This is an optimization exercise on Yosys and OpenROAD, whose aim is small area, a short achievable clock period and few clock cycles, not a production implementation. The RTL was checked by simulation tests, not by an equivalence proof against the original design. Power is estimated from default activity; no workload was simulated.

<file path="flow/run.sh">
#!/bin/bash
# synth_recipe.tcl (not shown) runs the flow's synth.tcl, then flattens the netlist and writes it again
# the make line also repeats each setting of config.mk as NAME=value (left out here)
make -C /OpenROAD-flow-scripts/flow DESIGN_CONFIG=/design/flow/config.mk WORK_HOME=/design/flow/orfs CLKGATE_MAP_FILE= SYNTH_SCRIPT=/design/flow/synth_recipe.tcl finish
</file>
<file path="flow/config.mk">
export PLATFORM = sky130hd
export DESIGN_NAME = qr_rs_encoder
export DESIGN_NICKNAME = qr_rs_encoder
export VERILOG_FILES = /design/flow/design.v
export SDC_FILE = /design/flow/constraint.sdc
export NUM_CORES = 4
export LEC_CHECK = 0
export CAP_MARGIN = 20
export CORE_MARGIN = 2
export CORE_UTILIZATION = 40
export PLACE_DENSITY = 0.6
export SETUP_SLACK_MARGIN = 3.5
export SLEW_MARGIN = 20
export SYNTH_MEMORY_MAX_BITS = 16384
</file>
<file path="flow/constraint.sdc">
create_clock -name core_clock -period 6.5 [get_ports {clk}]
set_input_delay 1.3000 -clock core_clock [delete_from_list [all_inputs] [get_ports {clk}]]
set_output_delay 1.3000 -clock core_clock [all_outputs]
set_load 0.01 [all_outputs]
</file>
<file path="flow/design.v">
module qr_rs_blocktable (
    input  wire [5:0]  version,
    input  wire [1:0]  ecl,
    output wire [12:0] esel,
    output wire [4:0]  em1,
    output wire [6:0]  k1m1,
    output wire [6:0]  n1m1,
    output wire [6:0]  nbm1,
    output wire        nb1
);
  localparam [10239:0] TAB = 10240'h80074713a080074ba1864006d7116080077a9230800747099880074baa804006d7275c80077a132e800747299280074baf7a4006d68c5880077c832a800747178a80074bb0744006d69c5480077c9028800747018280074bad6e4006d7054e80077c0526800747157c80074ba6684006d70b4a80077c0b24800747ba7680074bab644006d68d488007790c248007470a7080074b9c5e4006d68d448007791022800747126a80074b89584006d689408007791020800747166480074ba9544006d6813c8007790c1e800747165e80074b8e4e4006d71238800779041c800747125880074b004a4006d61436800779861a8007470a5280074b83444006d6023280077a02188007470b4e80074b07424006d6153080077c8716800747a0484006ca9b424006d6922c4006f88916800747154480074b86384006d7072820067487168007479d3e80074b8a344006d6052680077a05128007470f3a80074b8a304006d7032280077c03101005c6214280074b862c4006d690204006f7011080074792304006ca902c20065490204006f9830e4006c70e3080074b8e26200654021e4006f5020e200646083020064a1028200655821a4006f8020c4006c681284006ca9022200655081880077b840a4006c681244006ca801e4006d689144006f5000a800747021e1005c90e204006d606121005f0840a1005c58a2280074b84161005d4041208056b040a1005c58a1e0404c78a1e1005d3831080077902060805450b1e1005c98716080552071020067503064006c686142006498312080551850e1005ed81061005c582144006ca830e80075880080404e803064006c7050e1005c9050e200655030802046181061005c5830e0404c7830e08055182088007798102200646830a080548830a08055281061005f001022006460308020446810a02044f03060404e681024006c703061005c903060083cd03060204618102080545010602044701061005d5010220067580010083c4030620064b810202044f81020404e7800108054601020204480102200655800100439b00014006c7800108054a80010083cd8001001250800101040400010023060001001247800100098900010000000000000000000000000000000000000000;
  assign {esel, em1, k1m1, n1m1, nbm1, nb1} = TAB[{version, ecl} * 40 +: 40];
endmodule
module qr_rs_genpoly (
    input  wire [12:0]  esel,      
    output wire [809:0] coef
);
  localparam [12959:0] TAB = 12960'h18c2bae87856d8d8078579bcd8036168c2d0f5d5d1ab62bbb0a18d43db015bb6bb43bb31a87b06c31aba1ebb5dabbb06c0ac6bb00050de61eaed74001e63001da1e6c3b457aecd801db5d0f0d76185b45770ad80f6c2d185005a18db01ae6eba1ebb575b19b000000000000030a35a1b1b61ae1ab62bb76d83b58cc6003b5e76815da2ed76aeec1b1aed707b0af3bb6146af3c2eba87b01abb75d760f5d98d9b003cf375d768aed176c2e6ed01e6c3b58c2baebb70ac679b6360edaed0f5cc6635d8561e0f66f37761add8000000000000000000000000001dad86c07abb76d80d73776bb001e776cd8af5d9bd76b8001e636175cedbb07b0af379e175d5d1ab1856ed76d0d8d9b635da861ed750e87b01aec06b9baed7400001ab603c35d80d400d8d8576baf3ae8adb02b1ad743d7600000000000000000000000000000000000000001e785d73ceed9b7987abad8d76b9dbaebb6b9b1aed86c0001ed750c3d5dbb50ebb68d83618c1e15b60016863001e635630aebac66c5a35d6876d0f5d5dd73635cf3d85d857aecd802edae630d46ad8a1bcc000000000000000000000000000000000000000000000000000002d1ae76d0d8d9ba1dd9b035a1eb98dae6350de74363616ec2ba1b1ad0f379b1b361ec2ec1b1761587856ed768783c006c5d8575d76d0db01e76d0dda2bbb6c1dbaecdb628600bb5a06a1e000000000000000000000000000000000000000000000000000000000000000000030b9bb4078016876bced0ed79da361856c6c28635ae8003ced15bb46b9b158783c00630aebaf3b43cde6f3000d6bac6d761761b079dd800edaeda287b0b40aeed5dae800000000000000000000000000000000000000000000000000000000000000000000000000000000002ed76003cc3d5d15d0d8d85635db0b68aeec056f379eb83c00b4319e6f3005a287b0b45a000001ab606a2bb43cf36c6a1b61e6f3ae8ade6d8d80adb0350000000000000000000000000000000000000000000000000000000000000000000000000000000000000000351a8035d85d85775c3576dd9e776a1b635d76c2ec1da1ecdd75db766c0ae861e0f6146b43ae8003d76c28d6bb43b450c3c1ecdbcd8d76c28d40000000000000000000000000000000000000000000000000000000000000000000000000000000000000000000000bb0035c35cd8aed19b1a8786bb0003cc6b9baebb75d43ae8aebbaed70af36f315e16ba35636bb5c006c5d856350f6c35cc6635d801ae0000000000000000000000000000000000000000000000000000000000000000000000000000000000000000000000000000050eecd8d75db0b85635daed9bae8aeec1e006c28785d76c30baed80ac56001ab62baf3b43cc575dd76c1e7761ae1686c6cd878000000000000000000000000000000000000000000000000000000000000000000000000000000000000000000000000000000000000000000576876815dd83d430f0783d5dbb07b602bd73198d5d633cdb0ed6c31800ed6c3b5b035d73cc01686361760d80000000000000000000000000000000000000000000000000000000000000000000000000000000000000000000000000000000000000000000000000000000000000001ada03d5dd857686d879d76d0d876b61b0001ab6360f3bb36360c6003630b43d757400000000000000000000000000000000000000000000000000000000000000000000000000000000000000000000000000000000000000000000000000000000000000000000000000000000000f3c2ebb5dae0066f3600d76c2d0d8aee6db14379b635dae;
  integer e;
  reg [809:0] c;
  always @(*) begin
    c = 810'd0;
    for (e = 0; e < 13; e = e + 1)
      if (esel[e]) c = c | TAB[e * 810 +: 810];
  end
  assign coef = c;
endmodule
module qr_rs_to_tower (input wire [7:0] s, output wire [7:0] t);
  assign t[0] = s[0] ^ s[2] ^ s[4] ^ s[6];
  assign t[1] = s[2] ^ s[3] ^ s[4] ^ s[7];
  assign t[2] = s[2] ^ s[4] ^ s[5];
  assign t[3] = s[3] ^ s[5] ^ s[6] ^ s[7];
  assign t[4] = s[4] ^ s[7];
  assign t[5] = s[2] ^ s[6];
  assign t[6] = s[1] ^ s[2] ^ s[3] ^ s[4] ^ s[6];
  assign t[7] = s[5];
endmodule
module qr_rs_from_tower (input wire [7:0] t, output wire [7:0] s);
  assign s[0] = t[0] ^ t[1] ^ t[3] ^ t[7];
  assign s[1] = t[1] ^ t[2] ^ t[4] ^ t[5] ^ t[6] ^ t[7];
  assign s[2] = t[1] ^ t[2] ^ t[3] ^ t[5];
  assign s[3] = t[2] ^ t[3] ^ t[4] ^ t[5];
  assign s[4] = t[1] ^ t[3] ^ t[5] ^ t[7];
  assign s[5] = t[7];
  assign s[6] = t[1] ^ t[2] ^ t[3];
  assign s[7] = t[1] ^ t[3] ^ t[4] ^ t[5] ^ t[7];
endmodule
module qr_rs_dyn (input wire [7:0] a, output wire [26:0] d);
  assign d[0] = a[7];
  assign d[1] = a[6];
  assign d[2] = a[6] ^ a[7];
  assign d[3] = a[5];
  assign d[4] = a[4];
  assign d[5] = a[4] ^ a[5];
  assign d[6] = a[5] ^ a[7];
  assign d[7] = a[4] ^ a[6];
  assign d[8] = a[4] ^ a[5] ^ a[6] ^ a[7];
  assign d[9] = a[3];
  assign d[10] = a[2];
  assign d[11] = a[2] ^ a[3];
  assign d[12] = a[1];
  assign d[13] = a[0];
  assign d[14] = a[0] ^ a[1];
  assign d[15] = a[1] ^ a[3];
  assign d[16] = a[0] ^ a[2];
  assign d[17] = a[0] ^ a[1] ^ a[2] ^ a[3];
  assign d[18] = a[3] ^ a[7];
  assign d[19] = a[2] ^ a[6];
  assign d[20] = a[2] ^ a[3] ^ a[6] ^ a[7];
  assign d[21] = a[1] ^ a[5];
  assign d[22] = a[0] ^ a[4];
  assign d[23] = a[0] ^ a[1] ^ a[4] ^ a[5];
  assign d[24] = a[1] ^ a[3] ^ a[5] ^ a[7];
  assign d[25] = a[0] ^ a[2] ^ a[4] ^ a[6];
  assign d[26] = a[0] ^ a[1] ^ a[2] ^ a[3] ^ a[4] ^ a[5] ^ a[6] ^ a[7];
endmodule
module qr_rs_tmul (input wire [26:0] d, input wire [26:0] s, output wire [7:0] p, output wire [26:0] t);
  assign t = d & s;
  wire [17:0] c4;    
  genvar i;
  generate for (i = 0; i < 9; i = i + 1) begin : g4
    assign c4[2*i+1] = t[3*i+2] ^ t[3*i+1];
    assign c4[2*i]   = t[3*i+1] ^ t[3*i];
  end endgenerate
  wire [11:0] c16;   
  generate for (i = 0; i < 3; i = i + 1) begin : g16
    assign c16[4*i+3 -: 2] = c4[6*i+5 -: 2] ^ c4[6*i+3 -: 2];
    assign c16[4*i+1 -: 2] = c4[6*i+3 -: 2] ^ c4[6*i+1 -: 2];
  end endgenerate
  assign p[7:4] = c16[11:8] ^ c16[7:4];
  assign p[3:0] = c16[7:4] ^ c16[3:0];
endmodule
module qr_rs_dyn_std (input wire [7:0] s, output wire [26:0] d);
  assign d[0] = s[5];
  assign d[1] = s[1] ^ s[2] ^ s[3] ^ s[4] ^ s[6];
  assign d[2] = s[1] ^ s[2] ^ s[3] ^ s[4] ^ s[5] ^ s[6];
  assign d[3] = s[2] ^ s[6];
  assign d[4] = s[4] ^ s[7];
  assign d[5] = s[2] ^ s[4] ^ s[6] ^ s[7];
  assign d[6] = s[2] ^ s[5] ^ s[6];
  assign d[7] = s[1] ^ s[2] ^ s[3] ^ s[6] ^ s[7];
  assign d[8] = s[1] ^ s[3] ^ s[5] ^ s[7];
  assign d[9] = s[3] ^ s[5] ^ s[6] ^ s[7];
  assign d[10] = s[2] ^ s[4] ^ s[5];
  assign d[11] = s[2] ^ s[3] ^ s[4] ^ s[6] ^ s[7];
  assign d[12] = s[2] ^ s[3] ^ s[4] ^ s[7];
  assign d[13] = s[0] ^ s[2] ^ s[4] ^ s[6];
  assign d[14] = s[0] ^ s[3] ^ s[6] ^ s[7];
  assign d[15] = s[2] ^ s[4] ^ s[5] ^ s[6];
  assign d[16] = s[0] ^ s[5] ^ s[6];
  assign d[17] = s[0] ^ s[2] ^ s[4];
  assign d[18] = s[3] ^ s[6] ^ s[7];
  assign d[19] = s[1] ^ s[3] ^ s[5] ^ s[6];
  assign d[20] = s[1] ^ s[5] ^ s[7];
  assign d[21] = s[3] ^ s[4] ^ s[6] ^ s[7];
  assign d[22] = s[0] ^ s[2] ^ s[6] ^ s[7];
  assign d[23] = s[0] ^ s[2] ^ s[3] ^ s[4];
  assign d[24] = s[4];
  assign d[25] = s[0] ^ s[1] ^ s[2] ^ s[3] ^ s[5] ^ s[7];
  assign d[26] = s[0] ^ s[1] ^ s[2] ^ s[3] ^ s[4] ^ s[5] ^ s[7];
endmodule
module qr_rs_dyn_prod (input wire [26:0] t, output wire [26:0] d);
  assign d[0] = t[13] ^ t[14] ^ t[16] ^ t[17] ^ t[22] ^ t[23] ^ t[25] ^ t[26];
  assign d[1] = t[12] ^ t[13] ^ t[15] ^ t[16] ^ t[21] ^ t[22] ^ t[24] ^ t[25];
  assign d[2] = t[12] ^ t[14] ^ t[15] ^ t[17] ^ t[21] ^ t[23] ^ t[24] ^ t[26];
  assign d[3] = t[10] ^ t[11] ^ t[13] ^ t[14] ^ t[19] ^ t[20] ^ t[22] ^ t[23];
  assign d[4] = t[9] ^ t[10] ^ t[12] ^ t[13] ^ t[18] ^ t[19] ^ t[21] ^ t[22];
  assign d[5] = t[9] ^ t[11] ^ t[12] ^ t[14] ^ t[18] ^ t[20] ^ t[21] ^ t[23];
  assign d[6] = t[10] ^ t[11] ^ t[16] ^ t[17] ^ t[19] ^ t[20] ^ t[25] ^ t[26];
  assign d[7] = t[9] ^ t[10] ^ t[15] ^ t[16] ^ t[18] ^ t[19] ^ t[24] ^ t[25];
  assign d[8] = t[9] ^ t[11] ^ t[15] ^ t[17] ^ t[18] ^ t[20] ^ t[24] ^ t[26];
  assign d[9] = t[4] ^ t[5] ^ t[7] ^ t[8] ^ t[13] ^ t[14] ^ t[16] ^ t[17];
  assign d[10] = t[3] ^ t[4] ^ t[6] ^ t[7] ^ t[12] ^ t[13] ^ t[15] ^ t[16];
  assign d[11] = t[3] ^ t[5] ^ t[6] ^ t[8] ^ t[12] ^ t[14] ^ t[15] ^ t[17];
  assign d[12] = t[1] ^ t[2] ^ t[4] ^ t[5] ^ t[10] ^ t[11] ^ t[13] ^ t[14];
  assign d[13] = t[0] ^ t[1] ^ t[3] ^ t[4] ^ t[9] ^ t[10] ^ t[12] ^ t[13];
  assign d[14] = t[0] ^ t[2] ^ t[3] ^ t[5] ^ t[9] ^ t[11] ^ t[12] ^ t[14];
  assign d[15] = t[1] ^ t[2] ^ t[7] ^ t[8] ^ t[10] ^ t[11] ^ t[16] ^ t[17];
  assign d[16] = t[0] ^ t[1] ^ t[6] ^ t[7] ^ t[9] ^ t[10] ^ t[15] ^ t[16];
  assign d[17] = t[0] ^ t[2] ^ t[6] ^ t[8] ^ t[9] ^ t[11] ^ t[15] ^ t[17];
  assign d[18] = t[4] ^ t[5] ^ t[7] ^ t[8] ^ t[22] ^ t[23] ^ t[25] ^ t[26];
  assign d[19] = t[3] ^ t[4] ^ t[6] ^ t[7] ^ t[21] ^ t[22] ^ t[24] ^ t[25];
  assign d[20] = t[3] ^ t[5] ^ t[6] ^ t[8] ^ t[21] ^ t[23] ^ t[24] ^ t[26];
  assign d[21] = t[1] ^ t[2] ^ t[4] ^ t[5] ^ t[19] ^ t[20] ^ t[22] ^ t[23];
  assign d[22] = t[0] ^ t[1] ^ t[3] ^ t[4] ^ t[18] ^ t[19] ^ t[21] ^ t[22];
  assign d[23] = t[0] ^ t[2] ^ t[3] ^ t[5] ^ t[18] ^ t[20] ^ t[21] ^ t[23];
  assign d[24] = t[1] ^ t[2] ^ t[7] ^ t[8] ^ t[19] ^ t[20] ^ t[25] ^ t[26];
  assign d[25] = t[0] ^ t[1] ^ t[6] ^ t[7] ^ t[18] ^ t[19] ^ t[24] ^ t[25];
  assign d[26] = t[0] ^ t[2] ^ t[6] ^ t[8] ^ t[18] ^ t[20] ^ t[24] ^ t[26];
endmodule
module qr_rs_encoder (
    input  wire       clk,
    input  wire       rst,           
    input  wire       start,
    input  wire [5:0] cfg_version,
    input  wire [1:0] cfg_ecl,
    output wire       idle,
    output reg        cfg_err,
    input  wire       in_valid,
    input  wire [7:0] in_data,
    output wire       in_ready,
    output reg        out_valid,
    output reg  [7:0] out_data,
    output reg        out_last_blk,
    output reg        out_last,
    input  wire       out_ready
);
  localparam S_IDLE  = 2'd0;
  localparam S_SETUP = 2'd1;    
  localparam S_LOAD  = 2'd3;    
  localparam S_RUN   = 2'd2;
  reg [1:0] state;
  reg [5:0] ver_q;
  reg [1:0] ecl_q;
  reg [12:0] esel_q;      
  reg [4:0]  em1_q;       
  reg [6:0]  k1m1_q;      
  reg [6:0]  n1m1_q;      
  reg [6:0]  nbm1_q;      
  reg        nb1_q;       
  reg [6:0] in_cnt;       
  reg [6:0] klim;         
  reg [6:0] sh_left;      
  reg [6:0] blk_left;     
  reg       blk_end_f;    
  reg       last_blk_f;   
  reg       in_done;      
  reg        ib_valid;
  reg [26:0] ib_dyn;      
  reg       ib_last;      
  reg       ib_lastcmd;   
  reg [7:0]  rem [1:29];  
  reg [26:0] r0d;         
  reg [7:0] ob  [0:29];
  reg [4:0] ob_n;         
  reg       ob_has;       
  reg       ob_one;       
  reg       ob_lastcmd;   
  wire [12:0]  t_esel;
  wire [4:0]   t_em1;
  wire [6:0]   t_k1m1, t_n1m1, t_nbm1;
  wire         t_nb1;
  wire [809:0] gcoef;
  qr_rs_blocktable u_table (
      .version(ver_q), .ecl(ecl_q),
      .esel(t_esel), .em1(t_em1), .k1m1(t_k1m1), .n1m1(t_n1m1), .nbm1(t_nbm1), .nb1(t_nb1)
  );
  qr_rs_genpoly u_genpoly (.esel(esel_q), .coef(gcoef));
  wire cfg_ok = (cfg_version >= 6'd1) && (cfg_version <= 6'd40);
  wire   give         = out_valid && out_ready;
  wire   pop          = ob_has && (!out_valid || out_ready);
  wire   ob_free      = !ob_has || (pop && ob_one);
  wire consume = ib_valid && (!ib_last || ob_free);
  wire load    = consume && ib_last;
  wire   consume0 = ib_valid && (!ib_last || !ob_has);
  assign in_ready = (state != S_IDLE) && !in_done && (!ib_valid || consume0);
  wire   take     = in_valid && in_ready;
  assign idle = (state == S_IDLE);
  wire [26:0] in_dyn;
  qr_rs_dyn_std    u_in   (.s(in_data), .d(in_dyn));
  wire [7:0] ob0_s;
  qr_rs_from_tower u_from (.t(ob[0]), .s(ob0_s));
  wire [26:0] fdyn = ib_dyn ^ r0d;
  wire [7:0]  prod [0:29];
  wire [26:0] leaf [0:29];
  genvar gj;
  generate for (gj = 0; gj < 30; gj = gj + 1) begin : g_mul
    qr_rs_tmul u_mul (.d(fdyn), .s(gcoef[27*gj +: 27]), .p(prod[gj]), .t(leaf[gj]));
  end endgenerate
  wire [26:0] r1d, p0d;
  qr_rs_dyn      u_r1d (.a(rem[1]), .d(r1d));
  qr_rs_dyn_prod u_p0d (.t(leaf[0]), .d(p0d));
  integer j;
  reg [7:0] nrem [0:29];
  always @(*) begin
    for (j = 0; j < 29; j = j + 1)
      nrem[j] = rem[j+1] ^ prod[j];
    nrem[29] = prod[29];
  end
  always @(posedge clk) begin
    if (rst) begin
      state     <= S_IDLE;
      cfg_err   <= 1'b0;
      ib_valid  <= 1'b0;
      in_done   <= 1'b0;
      out_valid    <= 1'b0;
      out_last_blk <= 1'b0;
      out_last     <= 1'b0;
      ob_has    <= 1'b0;
      ob_one    <= 1'b0;
    end else begin
      case (state)
        S_IDLE: begin
          if (start) begin
            cfg_err <= !cfg_ok;
            if (cfg_ok) begin
              ver_q      <= cfg_version;
              ecl_q      <= cfg_ecl;
              in_done    <= 1'b0;
              in_cnt     <= 7'd0;
              blk_end_f  <= 1'b0;
              last_blk_f <= 1'b0;
              state      <= S_SETUP;
            end
          end
        end
        S_SETUP: begin
          esel_q     <= t_esel;
          em1_q      <= t_em1;
          k1m1_q     <= t_k1m1;
          n1m1_q     <= t_n1m1;
          nbm1_q     <= t_nbm1;
          nb1_q      <= t_nb1;
          state      <= S_LOAD;
        end
        S_LOAD: begin
          klim       <= k1m1_q;
          sh_left    <= n1m1_q;
          blk_left   <= nbm1_q;
          last_blk_f <= nb1_q;
          state      <= S_RUN;
        end
        default: begin
          if (give && out_last)
            state <= S_IDLE;
        end
      endcase
      if (take) begin
        ib_valid   <= 1'b1;
        ib_dyn     <= in_dyn;
        ib_last    <= blk_end_f;
        ib_lastcmd <= blk_end_f && last_blk_f;
        if (blk_end_f) begin
          in_cnt     <= 7'd0;
          klim       <= (sh_left != 7'd0) ? k1m1_q : k1m1_q + 7'd1;
          sh_left    <= (sh_left != 7'd0) ? sh_left - 7'd1 : 7'd0;
          blk_left   <= blk_left - 7'd1;
          blk_end_f  <= 1'b0;
          last_blk_f <= (blk_left == 7'd1);
        end else begin
          in_cnt    <= in_cnt + 7'd1;
          blk_end_f <= (state == S_RUN) && (in_cnt + 7'd1 == klim);
        end
        if (blk_end_f && last_blk_f)
          in_done <= 1'b1;
      end else if (consume) begin
        ib_valid <= 1'b0;
      end
      if (load) begin
        ob_n       <= em1_q;
        ob_has     <= 1'b1;
        ob_one     <= 1'b0;
        ob_lastcmd <= ib_lastcmd;
      end else if (pop) begin
        ob_n   <= ob_n - 5'd1;
        ob_has <= !ob_one;
        ob_one <= (ob_n == 5'd1);
      end
      if (!out_valid || out_ready) begin
        out_valid    <= pop;
        out_data     <= ob0_s;
        out_last_blk <= ob_one;
        out_last     <= ob_one && ob_lastcmd;
      end
    end
  end
  always @(posedge clk) begin
    if (state == S_SETUP)
      r0d <= 27'd0;
    else if (consume)
      r0d <= ib_last ? 27'd0 : (r1d ^ p0d);
    for (j = 1; j < 30; j = j + 1) begin
      if (state == S_SETUP)
        rem[j] <= 8'd0;
      else if (consume)
        rem[j] <= ib_last ? 8'd0 : nrem[j];
    end
    for (j = 0; j < 30; j = j + 1) begin
      if (load)
        ob[j] <= nrem[j];
      else if (pop)
        ob[j] <= (j < 29) ? ob[(j < 29) ? j + 1 : 0] : 8'd0;
    end
  end
endmodule
</file>
==> results.json, run 1 <==
{
  "dp_slack_ns": 1.99,
  "relSlewSlack": 0.132,
  "grt-busiest-layer": "met2",
  "final_cells": 6909,
  "start_kind": "flip-flop",
  "synth_area_um2": 47100,
  "grt_use_met1": 0.450,
  "synth_edf_count": 360,
  "synth_nets": 5298,
  "synth-seq-cells": 629,
  "timing.rr.end": "ob[6][6]",
  "critPathArrivalTime_ns": 3.58,
  "drv_cap": 0,
  "rr_startpoint": "esel_q[1]",
  "p_leak_uw": 0.0210,
  "fin_crit_ns": 3.17,
  "die_x_um": 347,
  "num-nets-final": 5373,
  "drtPass1Iterations": 8,
  "clockBufferDepth": 3,
  "cts_hold_buf": 0,
  "portBuffers": 34,
  "gr-total-overflow": 0,
  "r2r_slack_ns": 3.33,
  "drtAntennaViolNets": 0,
  "clk_pin_slew_ns": 0.07,
  "coreArea_um2": 117000,
  "placed_cells": 6570,
  "hp-class": "flip-flop to flip-flop",
  "rsz0062_at_grt": "yes",
  "fin_ws_ns": 3.33,
  "finalHoldViolations": 0,
  "cts-root-buf": "clkbuf_16",
  "worstPathMaxFanout": 15,
  "crit_end": "ob[6][6]",
  "drt_iter0_drc": 7343,
  "die_h_um": 347,
  "gp_congestion": 1.12,
  "viasPerCell": 6.53,
  "tightest_slew_ns": 1.30,
  "dieArea_um2": 120000,
  "synth.distinct_cells": 92,
  "synth_warnings": 8,
  "setup-violations-final": 0,
  "hpwl_mm": 152,
  "finalSetupTns_ns": 0,
  "use_met2": 0.544,
  "initial_core_util": 0.404,
  "via_count": 45100,
  "htree_levels": 3,
  "fin_skew_ns": 0.0435,
  "ys_seq_area_frac": 0.344,
  "syn2layout_area_growth_pct": 21.1,
  "utilization": 0.489,
  "ir_worst_vdd_mv": 0.360,
  "synth_ff_type": "edfxtp_1",
  "avgSynthCellArea_um2": 8.98,
  "clkLatencyLatePin_ns": 0.71,
  "finalCritPeriodShare": 0.487,
  "grt_pass1_wl_mm": 324,
  "boundaryPins": 35,
  "p_per_area_nw_per_um2": 638,
  "slew_viol_final": 0,
  "syn_inst": 5242,
  "crit_start": "esel_q[1]",
  "outcome": "timing/DRC/antenna clean",
  "wl_per_cell_um": 33.8,
  "drive_above_1_share": 0.199,
  "reg2regPathDepth": 7,
  "async_flop_share": 0,
  "drc_errors": 0,
  "wl_mm": 233,
  "rows": 125,
  "cp-end-kind": "flip-flop",
  "cp.required_ns": 6.91,
  "clock_sinks": 629,
  "grt_max_degree": 113,
  "final_cell_mix": "xnor2_1, nand2_1, nor2_1",
  "use_met3": 0.141,
  "worstSetupPathType": "flip-flop to flip-flop",
  "numCtsBuffers": 74,
  "grt_usage": 0.375,
  "layout_commonest_cell": "xnor2_1",
  "antenna_found_initial": 12,
  "grt_pass1_vias": 42700,
  "max_freq_mhz": 316,
  "tritoncts": "done"
}
## through the flow
stage	total power (µW)	hold WS [ns]	area [µm²]
2_1_floorplan	22500	0.400	47200
3_3_place_gp	28900	0.415	49700
3_5_place_dp	28900	0.406	49700
4_1_cts	34300	0.419	54800
5_1_grt	37500	0.444	57000
6_report	36400	0.418	57000
## power breakdown
group	total [µW]	internal, µW	switching [µW]	leakage, µW
clock network	4460	2620	1830	0.00126
logic	26000	11100	14900	0.0143
registers	5920	5170	750	0.00549
## worst max-delay path, stage by stage, from the launching register on
cell,delay (ns)
edfxtp_1,0.55
buf_4,0.30
nor4_1,0.59
a21oi_1,0.44
xor2_1,0.39
xnor2_1,0.14
xnor2_1,0.16
mux2_2,0.31
## state kept, by name (all words and copies together), names as in the netlist, 2 cells and up
| signal | count |
|---|---|
| ob | 240 |
| rem | 232 |
| ib_dyn | 27 |
| r0d | 27 |
| esel_q | 13 |
| out_data | 8 |
| blk_left | 7 |
| in_cnt | 7 |
| k1m1_q | 7 |
| klim | 7 |
| nbm1_q | 7 |
| sh_left | 7 |
| n1m1_q | 6 |
| ver_q | 6 |
| em1_q | 5 |
| ob_n | 5 |
| ecl_q | 2 |
| state | 2 |
## Yosys cell counts, types with 94 or more instances
cell type,instances,area (µm²)
a21oi_1,429,2150
a22o_1,100,876
a22oi_1,120,901
a31oi_1,149,932
buf_2,98,490
clkbuf_1,241,905
dfxtp_1,269,5390
edfxtp_1,360,10800
nand2_1,606,2270
nor2_1,485,1820
nor3_1,94,470
o21ai_0,237,1190
xnor2_1,937,8210
xnor3_1,100,2250
xor2_1,227,1990
## per-layer routing
metal  vias up  part of all wire
li1      18600                 -
met1     21700              0.36
met2      3633              0.41
met3      1196              0.13
met4        12             0.094
met5         -           0.00099
## layout make-up
class | instances | area (µm²)
fillers | 10900 | 59500
multi-input cells | 4171 | 32100
flip-flops and latches | 629 | 16200
repair buffers | 406 | 4090
clock buffers | 98 | 2070
well taps | 1524 | 1910
clock inverters | 39 | 484
inverters | 35 | 158
diodes | 7 | 17.5
## repair_timing
action	4_1_cts	5_1_grt
endpoints found under the setup margin	702	302
gates resized for setup	266	255
pin swaps	37	81
buffers inserted	101	78
gates cloned	13	3
## logic make-up (layout without fill, tap and decap cells)
| logic type | count (synthesis) | in the layout | share of synthesized area |
|---|---|---|---|
| fa+ha+maj | 35 | 35 | 0.00930 |
| mux | 111 | 111 | 0.0270 |
| buf+inv | 448 | 578 | 0.0408 |
| compound gates | 1301 | 1301 | 0.174 |
| xor+xnor | 1278 | 1278 | 0.270 |
| flops | 629 | 629 | 0.344 |
| other cells | 0 | 7 | 0 |
| simple gates | 1440 | 1446 | 0.135 |
## how the worst min path moves through the flow
stage / cells after the start / start / endpoint
final: 0 / ib_lastcmd / ob_lastcmd
after CTS: 0 / ib_lastcmd / ob_lastcmd
after floorplan: 0 / ib_lastcmd / ob_lastcmd
after detailed placement: 0 / ib_lastcmd / ob_lastcmd
after global placement: 0 / ib_lastcmd / ob_lastcmd
after global routing: 0 / ib_lastcmd / ob_lastcmd
Testbench counts, summed over its fixed seeds: cycles 65,338.
==> inputs of run 2 (changes only) <==
--- a/flow/config.mk
+++ b/flow/config.mk
@@ -9,4 +9,4 @@
 export CORE_MARGIN = 2
-export CORE_UTILIZATION = 40
-export PLACE_DENSITY = 0.6
+export CORE_UTILIZATION = 45
+export PLACE_DENSITY = 0.65
 export SETUP_SLACK_MARGIN = 3.5
==> run 2 against run 1 <==
Still clean on timing, DRC and antenna. Worst hold slack better by 0.018 ns. Worst setup slack worse by 0.015 ns. Design area is 1.7% lower. Power is 2.8% lower. Non-clock buffer count is 35 lower. Sequential power hardly changed. Sequential cell count stayed put. Via count is 1.2% lower. Utilization is 5.1 points higher.
==> results.json, run 2 <==
{
  "outcome": "timing/DRC/antenna clean",
  "drc_errors": 0,
  "coreArea_um2": 104000,
  "dieArea_um2": 107000,
  "p_sw_uw": 16900,
  "grt_pass1_wl_mm": 307,
  "top_register": "ob",
  "synth_top_cell_by_area": "edfxtp_1",
  "p_leak_uw": 0.0206,
  "critPathArrivalTime_ns": 3.59,
  "wl_mm": 219,
  "crit_top_cell": "buf_4",
  "placed_cells": 6397,
  "tritoncts": "done",
  "grt_usage": 0.395,
  "synth_warnings": 8,
  "hpwl_mm": 142,
  "reg_top3": "ob: 240 flops, rem: 232 flops",
  "p_per_area_nw_per_um2": 631,
  "cp.required_ns": 6.91,
  "internal_power_uw": 18500,
  "finalSetupTns_ns": 0,
  "gr-total-overflow": 0,
  "relSlewSlack": 0.252,
  "synth_area_um2": 47100,
  "fin_crit_ns": 3.18,
  "power_frac_comb": 0.709,
  "synth_area_leaders": "edfxtp_1, xnor2_1, dfxtp_1, nand2_1, xnor3_1",
  "fin_ws_ns": 3.32,
  "layout_commonest_cell": "xnor2_1",
  "drt_iter0_drc": 8305,
  "ir_worst_vdd_mv": 0.439,
  "dp_slack_ns": 2.29,
  "finalCritPeriodShare": 0.489,
  "cp_slowest_stage_delay_ns": 0.41,
  "grt_max_degree": 148,
  "cts_hold_buf": 0,
  "fin_skew_ns": 0.0300,
  "drtPass1Iterations": 10,
  "start_kind": "flip-flop",
  "cp-end-kind": "flip-flop",
  "rows": 118,
  "clkLatencyLatePin_ns": 0.68,
  "final_cell_mix": "xnor2_1, nand2_1, nor2_1",
  "swShare": 0.477,
  "max_freq_mhz": 314,
  "p_total_uw": 35400,
  "rsz0062_at_grt": "yes",
  "numCtsBuffers": 74,
  "clockBufferDepth": 3,
  "syn2layout_area_growth_pct": 19.0,
  "finalHoldViolations": 0,
  "synth_nets": 5298,
  "synth_ff_type": "edfxtp_1",
  "wl_per_cell_um": 32.5,
  "setup-violations-final": 0,
  "largest_register_ffs": 240,
  "via_count": 44600,
  "drv_cap": 0,
  "seqPwrFrac": 0.167,
  "synth.most_common_cell": "xnor2_1",
  "syn_inst": 5242,
  "synth_common_cells": "xnor2_1, nand2_1, nor2_1",
  "worstPathMaxFanout": 8,
  "crit_chain": "buf_4, buf_4, buf_6, buf_4, nor4_4, buf_4, buf_6, a31oi_2, xnor2_1, xnor2_1, xnor2_1, mux2_2",
  "worstSetupPathType": "flip-flop to flip-flop",
  "viasPerCell": 6.62,
  "clock_sinks": 629,
  "antenna_found_initial": 6,
  "netlist.area_leader.share": 0.230,
  "portBuffers": 34,
  "num-nets-final": 5339,
  "initial_core_util": 0.454,
  "final_cells": 6728,
  "avgSynthCellArea_um2": 8.98,
  "synth_edf_count": 360,
  "drive_above_1_share": 0.181,
  "slew_viol_final": 0,
  "tightest_slew_ns": 1.12,
  "gp_congestion": 1.11,
  "hp-class": "flip-flop to flip-flop",
  "drtAntennaViolNets": 0,
  "htree_levels": 3,
  "synth.distinct_cells": 92,
  "cts-root-buf": "clkbuf_16",
  "boundaryPins": 35,
  "grt_pass1_vias": 42100,
  "ys_seq_area_frac": 0.344,
  "cp_slowest_cell": "edfxtp_1",
  "die_x_um": 327,
  "synth-seq-cells": 629,
  "async_flop_share": 0,
  "die_h_um": 327,
  "p_clk_frac": 0.124,
  "fill_cells": 9314,
  "clk_pin_slew_ns": 0.06
}
-- run 2: cell counts after synthesis --
No cell type changed its count.
-- run 2: cell families after synthesis --
kind of cell    count (synthesis)  share of synthesized area
mux                           111                     0.0270
xor+xnor                     1278                      0.270
simple gates                 1440                      0.135
fa+ha+maj                      35                    0.00930
compound gates               1301                      0.174
flops                         629                      0.344
buf+inv                       448                     0.0408
-- run 2: layout make-up --
| cell class | count | area, µm² | area share |
|---|---|---|---|
| Antenna cell | 4 | 10.0 | 0.000179 |
| Clock buffer | 107 | 2150 | 0.0384 |
| Timing Repair Buffer | 371 | 3700 | 0.0660 |
| Inverter | 35 | 164 | 0.00292 |
| Sequential cell | 629 | 16200 | 0.289 |
| Tap cell | 1380 | 1730 | 0.0308 |
| Timing Repair inverter | 1 | 5.00 | 0.0000893 |
| Clock inverter | 30 | 345 | 0.00616 |
| Multi-Input combinational cell | 4171 | 31700 | 0.566 |
-- run 2: timing repair --
item	4_1_cts	5_1_grt
cloned	6	10
pin swaps	32	66
resized for setup	226	263
setup endpoints to repair	671	450
buffers inserted	81	92
-- run 2: power by group through the flow --
stage	logic, µW	registers, µW	clock network, µW
2_1_floorplan	16800	5670	0
3_3_place_gp	22600	5930	0
3_5_place_dp	22700	5940	0
4_1_cts	23300	5870	4410
5_1_grt	26100	5980	4570
6_report	25100	5910	4370
-- run 2: path summary, 6_finish.rpt --
path	startpoint	end	slack (ns)	cells past startpoint
setup / recovery	esel_q[11]	ob[4][7]	3.32	12
hold / removal	ib_lastcmd	ob_lastcmd	0.44	0
setup reg to reg	esel_q[11]	ob[4][7]	3.32	12
hold reg to reg	ib_lastcmd	ob_lastcmd	0.44	0
-- run 2: metrics by stage --
step	hold slack (ns)	util	instance area, µm²
6_report	0.436	0.541	56000
5_1_grt	0.468	0.541	56000
4_1_cts	0.443	0.518	53700
3_5_place_dp	0.444	0.475	49200
3_3_place_gp	0.404	0.474	49100
2_1_floorplan	0.400	-	47200
-- run 2: layer usage --
layer | share of wire | global-route usage
met3 | 0.14 | 0.151
met4 | 0.088 | 0.254
met2 | 0.41 | 0.572
met5 | 0.00041 | 0.00887
met1 | 0.36 | 0.488
-- run 2: critical path: cells and delay by family, from the launching register on --
| kind | cells | cell delay [ns] |
|---|---|---|
| buffers and inverters | 6 | 1.03 |
| xor gates and xnor gates | 3 | 0.64 |
| DFF | 1 | 0.41 |
| and+or+nand+nor | 1 | 0.33 |
| muxes | 1 | 0.28 |
| AOI/OAI and AO/OA | 1 | 0.23 |
==> inputs of run 3 (changes only) <==
--- a/flow/config.mk
+++ b/flow/config.mk
@@ -9,4 +9,4 @@
 export CORE_MARGIN = 2
-export CORE_UTILIZATION = 45
-export PLACE_DENSITY = 0.65
+export CORE_UTILIZATION = 50
+export PLACE_DENSITY = 0.7
 export SETUP_SLACK_MARGIN = 3.5
==> run 3 against run 2 <==
Global-route usage is 4.1 points higher. Largest power group unchanged. Clock power down 5.7%. Critical endpoint is now ob[1][2]. Wire length about the same. Worst hold slack got worse by 0.020 ns. Power decreased by 1.5%. Register-to-register slack worse by 0.099 ns. Utilization is 5.9 points higher. Still clean. Sequential power barely moved. Clock-buffer cell count decreased by 6. Area after synthesis unchanged. Die area decreased by 9.9%.
==> results.json, run 3 <==
{
  "num-nets-final": 5379,
  "wl_mm": 219,
  "htree_levels": 3,
  "synth_area_leaders": "edfxtp_1, xnor2_1, dfxtp_1, nand2_1, xnor3_1",
  "worstSetupPathType": "flip-flop to flip-flop",
  "portBuffers": 34,
  "initial_core_util": 0.505,
  "grt_usage": 0.436,
  "drive_above_1_share": 0.185,
  "finalSetupTns_ns": 0,
  "syn_inst": 5242,
  "synth.most_common_cell": "xnor2_1",
  "tightest_slew_ns": 1.18,
  "die_x_um": 311,
  "final_cells": 6642,
  "grt_pass1_wl_mm": 308,
  "synth_area_um2": 47100,
  "gr-total-overflow": 0,
  "reg_top3": "ob: 240 flops, rem: 232 flops",
  "slew_viol_final": 0,
  "critPathTopFamily": "XOR/XNOR gates",
  "crit_chain": "xnor2_2, buf_6, xnor2_1, a21oi_1, xnor2_1, xnor2_1, o21ai_0",
  "relSlewSlack": 0.207,
  "hpwl_mm": 140,
  "fin_skew_ns": 0.0243,
  "cts-root-buf": "clkbuf_16",
  "layout_commonest_cell": "xnor2_1",
  "tritoncts": "done",
  "largest_register_ffs": 240,
  "synth_edf_count": 360,
  "ir_worst_vdd_mv": 0.313,
  "viasPerCell": 6.82,
  "p_per_area_nw_per_um2": 622,
  "gp_congestion": 1.08,
  "cp.required_ns": 6.90,
  "ys_seq_area_frac": 0.344,
  "crit_top_cell": "xnor2_1",
  "via_count": 45300,
  "top_register": "ob",
  "coreArea_um2": 93300,
  "hp-class": "flip-flop to flip-flop",
  "setup-violations-final": 0,
  "finalHoldViolations": 0,
  "boundaryPins": 35,
  "synth_warnings": 8,
  "clock_sinks": 629,
  "cp_slowest_stage_delay_ns": 0.98,
  "p_leak_uw": 0.0207,
  "synth.distinct_cells": 92,
  "clkLatencyLatePin_ns": 0.70,
  "syn2layout_area_growth_pct": 18.9,
  "async_flop_share": 0,
  "fin_crit_ns": 3.28,
  "rsz0062_at_grt": "yes",
  "fin_ws_ns": 3.22,
  "synth_nets": 5298,
  "cp_slowest_cell": "xnor2_1",
  "max_freq_mhz": 305,
  "wl_per_cell_um": 32.9,
  "rows": 112,
  "dp_slack_ns": 1.89,
  "worst-path-buf-inv": 1,
  "drc_errors": 0,
  "cts_hold_buf": 0,
  "numCtsBuffers": 72,
  "dieArea_um2": 96600,
  "critPathArrivalTime_ns": 3.68,
  "outcome": "timing/DRC/antenna clean",
  "drv_cap": 0,
  "antenna_found_initial": 15,
  "synth_common_cells": "xnor2_1, nand2_1, nor2_1",
  "crit_start": "ib_dyn[3]",
  "synth_ff_type": "edfxtp_1",
  "drt_iter0_drc": 7929,
  "finalCritPeriodShare": 0.505,
  "hold_start": "ib_lastcmd",
  "drtAntennaViolNets": 0,
  "worstPathMaxFanout": 30,
  "die_h_um": 311,
  "grt_max_degree": 195,
  "final_cell_mix": "xnor2_1, nand2_1, nor2_1",
  "placed_cells": 6272,
  "hold_slack_ns": 0.416,
  "avgSynthCellArea_um2": 8.98,
  "grt_pass1_vias": 43400,
  "synth_top_cell_by_area": "edfxtp_1",
  "clockBufferDepth": 3,
  "start_kind": "flip-flop",
  "drtPass1Iterations": 13,
  "cp-end-kind": "flip-flop",
  "synth-seq-cells": 629,
  "rr_startpoint": "ib_dyn[3]",
  "netlist.area_leader.share": 0.230,
  "clk_pin_slew_ns": 0.06
}
==> run 3: cell counts after synthesis <==
Identical to the previous run, type by type.
==> run 3: through the flow <==
step | cell area, µm² | power, µW | util
2_1_floorplan | 47200 | 22500 | -
3_3_place_gp | 49000 | 28400 | 0.525
3_5_place_dp | 49000 | 28600 | 0.525
4_1_cts | 54100 | 33400 | 0.579
5_1_grt | 56000 | 36100 | 0.600
6_report | 56000 | 34800 | 0.600
==> run 3: cell type report <==
cell class / instances / area, µm²
Fill cell: 8102 / 37300
Multi-Input combinational cell: 4171 / 31600
Sequential cell: 629 / 16200
Timing Repair Buffer: 412 / 4110
Clock buffer: 101 / 2030
Tap cell: 1254 / 1570
Clock inverter: 33 / 325
Inverter: 35 / 158
Antenna cell: 5 / 12.5
Timing Repair inverter: 2 / 10.0
==> run 3: path summary, 6_finish.rpt <==
path	endpoint	slack (ns)	cells after the start
worst min register to register	ob_lastcmd	0.42	0
worst min-delay path	ob_lastcmd	0.42	0
worst max-delay path	ob[1][2]	3.22	7
worst max register to register	ob[1][2]	3.22	7
==> run 3: logic make-up (layout without fill, tap and decap cells) <==
logic type      after synthesis  after routing  share of synthesized area
flops                       629            629                      0.344
simple gates               1440           1446                      0.135
compound gates             1301           1301                      0.174
xor+xnor                   1278           1278                      0.270
mux                         111            111                     0.0270
fa+ha+maj                    35             35                    0.00930
buf+inv                     448            583                     0.0408
other cells                   0              5                          0
==> run 3: report_power, final <==
part | switching [µW] | internal, µW | leakage, µW
Sequential | 733 | 5170 | 0.00549
Combinational | 14200 | 10600 | 0.0140
Clock | 1820 | 2300 | 0.00115
Total | 16800 | 18000 | 0.0207
==> run 3: metal layers <==
layer  up-vias  part of all wire  global-route usage
li1      18600                 -                   -
met2      3840              0.40               0.621
met5         -           0.00049                   0
met3      1341              0.15               0.184
met4        14             0.093               0.299
met1     21500              0.36               0.533
==> run 3: repair_timing <==
item / in CTS / in global routing
pin swaps: 47 / 35
gates resized for setup: 241 / 207
setup buffers: 142 / 69
gates cloned: 8 / 11
endpoints found under the hold margin: 0 / 0
setup endpoints to repair: 671 / 441
==> inputs of run 4 (changes only) <==
--- a/flow/design.v
+++ b/flow/design.v
@@ -161,6 +161,6 @@
     output wire       in_ready,
-    output reg        out_valid,
-    output reg  [7:0] out_data,
-    output reg        out_last_blk,
-    output reg        out_last,
+    output wire       out_valid,
+    output wire [7:0] out_data,
+    output wire       out_last_blk,
+    output wire       out_last,
     input  wire       out_ready
@@ -168,4 +168,3 @@
   localparam S_IDLE  = 2'd0;
-  localparam S_SETUP = 2'd1;    
-  localparam S_LOAD  = 2'd3;    
+  localparam S_SETUP = 2'd1;
   localparam S_RUN   = 2'd2;
@@ -177,5 +176,2 @@
   reg [6:0]  k1m1_q;      
-  reg [6:0]  n1m1_q;      
-  reg [6:0]  nbm1_q;      
-  reg        nb1_q;       
   reg [6:0] in_cnt;       
@@ -209,4 +205,6 @@
   wire cfg_ok = (cfg_version >= 6'd1) && (cfg_version <= 6'd40);
-  wire   give         = out_valid && out_ready;
-  wire   pop          = ob_has && (!out_valid || out_ready);
+  assign out_valid    = ob_has;
+  assign out_last_blk = ob_one;
+  assign out_last     = ob_one && ob_lastcmd;
+  wire   pop          = ob_has && out_ready;
   wire   ob_free      = !ob_has || (pop && ob_one);
@@ -215,3 +213,3 @@
   wire   consume0 = ib_valid && (!ib_last || !ob_has);
-  assign in_ready = (state != S_IDLE) && !in_done && (!ib_valid || consume0);
+  assign in_ready = (state == S_RUN || state == S_SETUP) && !in_done && (!ib_valid || consume0);
   wire   take     = in_valid && in_ready;
@@ -220,4 +218,3 @@
   qr_rs_dyn_std    u_in   (.s(in_data), .d(in_dyn));
-  wire [7:0] ob0_s;
-  qr_rs_from_tower u_from (.t(ob[0]), .s(ob0_s));
+  qr_rs_from_tower u_from (.t(ob[0]), .s(out_data));
   wire [26:0] fdyn = ib_dyn ^ r0d;
@@ -239,2 +236,3 @@
   end
+  wire give = out_valid && out_ready;
   always @(posedge clk) begin
@@ -245,5 +243,2 @@
       in_done   <= 1'b0;
-      out_valid    <= 1'b0;
-      out_last_blk <= 1'b0;
-      out_last     <= 1'b0;
       ob_has    <= 1'b0;
@@ -270,12 +265,6 @@
           k1m1_q     <= t_k1m1;
-          n1m1_q     <= t_n1m1;
-          nbm1_q     <= t_nbm1;
-          nb1_q      <= t_nb1;
-          state      <= S_LOAD;
-        end
-        S_LOAD: begin
-          klim       <= k1m1_q;
-          sh_left    <= n1m1_q;
-          blk_left   <= nbm1_q;
-          last_blk_f <= nb1_q;
+          klim       <= t_k1m1;
+          sh_left    <= t_n1m1;
+          blk_left   <= t_nbm1;
+          last_blk_f <= t_nb1;
           state      <= S_RUN;
@@ -318,8 +307,2 @@
       end
-      if (!out_valid || out_ready) begin
-        out_valid    <= pop;
-        out_data     <= ob0_s;
-        out_last_blk <= ob_one;
-        out_last     <= ob_one && ob_lastcmd;
-      end
     end
--- a/flow/config.mk
+++ b/flow/config.mk
@@ -9,5 +9,5 @@
 export CORE_MARGIN = 2
-export CORE_UTILIZATION = 50
-export PLACE_DENSITY = 0.7
-export SETUP_SLACK_MARGIN = 3.5
+export CORE_UTILIZATION = 40
+export PLACE_DENSITY = 0.6
+export SETUP_SLACK_MARGIN = 4.0
 export SLEW_MARGIN = 20
==> run 4 against run 3 <==
The run now fails in global routing (5_1_grt). Synthesized cell count barely moved. Area after synthesis fell by 0.42%.
==> results.json, run 4 <==
{
  "synth_top_cell_by_area": "edfxtp_1",
  "cts_hold_buf": 0,
  "gr-total-overflow": 133,
  "synth_nets": 5295,
  "avgSynthCellArea_um2": 8.94,
  "boundaryPins": 35,
  "error": "[ERROR GRT-0232] Routing congestion too high. Check the congestion heatmap in the GUI.",
  "synth_area_leaders": "edfxtp_1, xnor2_1, dfxtp_1, xnor3_1, nand2_1",
  "ys_seq_area_frac": 0.330,
  "clockBufferDepth": 3,
  "portBuffers": 34,
  "die_h_um": 346,
  "lastStage": "global routing (5_1_grt)",
  "grt_max_degree": 78,
  "initial_core_util": 0.403,
  "hpwl_mm": 140,
  "synth_ff_type": "edfxtp_1",
  "clock_sinks": 604,
  "numCtsBuffers": 70,
  "synth-seq-cells": 604,
  "dp_slack_ns": 2.28,
  "synth_common_cells": "xnor2_1, nand2_1, nor2_1",
  "placed_area_um2": 49300,
  "synth.distinct_cells": 93,
  "synth_edf_count": 338,
  "synth_warnings": 8,
  "synth.most_common_cell": "xnor2_1",
  "die_x_um": 346,
  "async_flop_share": 0,
  "outcome": "aborted with a tool error",
  "syn_inst": 5245,
  "cts-root-buf": "clkbuf_16",
  "gp_congestion": 1.08,
  "rows": 125,
  "netlist.area_leader.share": 0.216,
  "synth_area_um2": 46900,
  "grt_usage": 0.740,
  "htree_levels": 3
}
## run 4: cell types whose count changed after synthesis, sizes merged, moves of 17 or more
cell    before  now
a21oi      431  390
nand2      606  626
and2         8   26
a22o       100   79
xnor2      946  928
o21ai      249  273
o21a         5   23
edfxtp     360  338
nand3       59   42
## run 4: power by group through the flow
stage / Clock [µW] / Sequential, µW / Combinational (µW)
4_1_cts: 4240 / 5560 / 38500
3_5_place_dp: 0 / 5570 / 25400
3_3_place_gp: 0 / 5570 / 25400
2_1_floorplan: 0 / 5340 / 18500
## run 4: timing repair
action                     in CTS
setup endpoints to repair     890
gates resized for setup      2371
buffers inserted              896
cloned                         79
pin swaps                    1070
## run 4: logic make-up after synthesis
logic type,Yosys count,synth area share
xor+xnor,1274,0.275
buf+inv,466,0.0446
fa+ha+maj,29,0.00822
compound gates,1303,0.178
mux,95,0.0224
flops,604,0.330
simple gates,1474,0.142
## run 4: through the flow
| step | hold slack [ns] | utilization | cells |
|---|---|---|---|
| 2_1_floorplan | 0.400 | - | 5245 |
| 3_3_place_gp | 0.405 | 0.424 | 6538 |
| 3_5_place_dp | 0.428 | 0.424 | 6541 |
| 4_1_cts | 0.431 | 0.632 | 7645 |
## run 4: worst max path at each step
stage                     startpoint  slack, ns  depth (start not counted)     endpoint
after floorplan            out_ready       3.20                          7     ob[0][0]
after CTS                   ob[0][1]       3.14                          6  out_data[4]
after detailed placement   out_ready       2.28                          7    ob[10][6]
after global placement     out_ready       2.29                          8   rem[25][1]
## run 4: routing by layer
layer  track usage  overflow
met5         0.578         1
met4         0.682        41
met3         0.697        24
met2         0.828        39
met1         0.729        28
Testbench counts of run 4, summed over its fixed seeds: cycles 65,258.

[what the ideal ports hide]
Ports are ideal in the flow. The routed layouts listed here were re-timed in OpenROAD.
Step 1 (the two cells are an assumption about what drives the block):
set clk [get_ports {clk}]
set_driving_cell -lib_cell sky130_fd_sc_hd__clkbuf_16 $clk
set_driving_cell -lib_cell sky130_fd_sc_hd__buf_2 [delete_from_list [all_inputs] $clk]
Step 2 also shifts input and output timing later by t, the mid clock arrival at the registers, as if the neighbouring blocks saw the same clock.
Slacks: no drivers / after step 1 / after step 2; pairs: no drivers / after step 1.
| run | t (ns) | setup WS [ns] | worst register clock-pin slew, ns | worst data-port slew with drivers (ns) | pins driven straight from the clock port |
|---|---|---|---|---|---|
| run 1 | 0.772 | 3.335 / 3.335 / 2.815 | 0.07 / 0.07 | 0.08 | 1 |
| run 2 | 0.736 | 3.319 / 3.319 / 2.811 | 0.08 / 0.08 | 0.07 | 1 |
| run 3 | 0.762 | 3.221 / 3.221 / 2.643 | 0.07 / 0.07 | 0.04 | 1 |
After both steps every run listed still meets setup and hold. For run 3, which loses most, drivers alone change the setup slack by 0.000 ns; drivers and shift together by -0.578 ns.
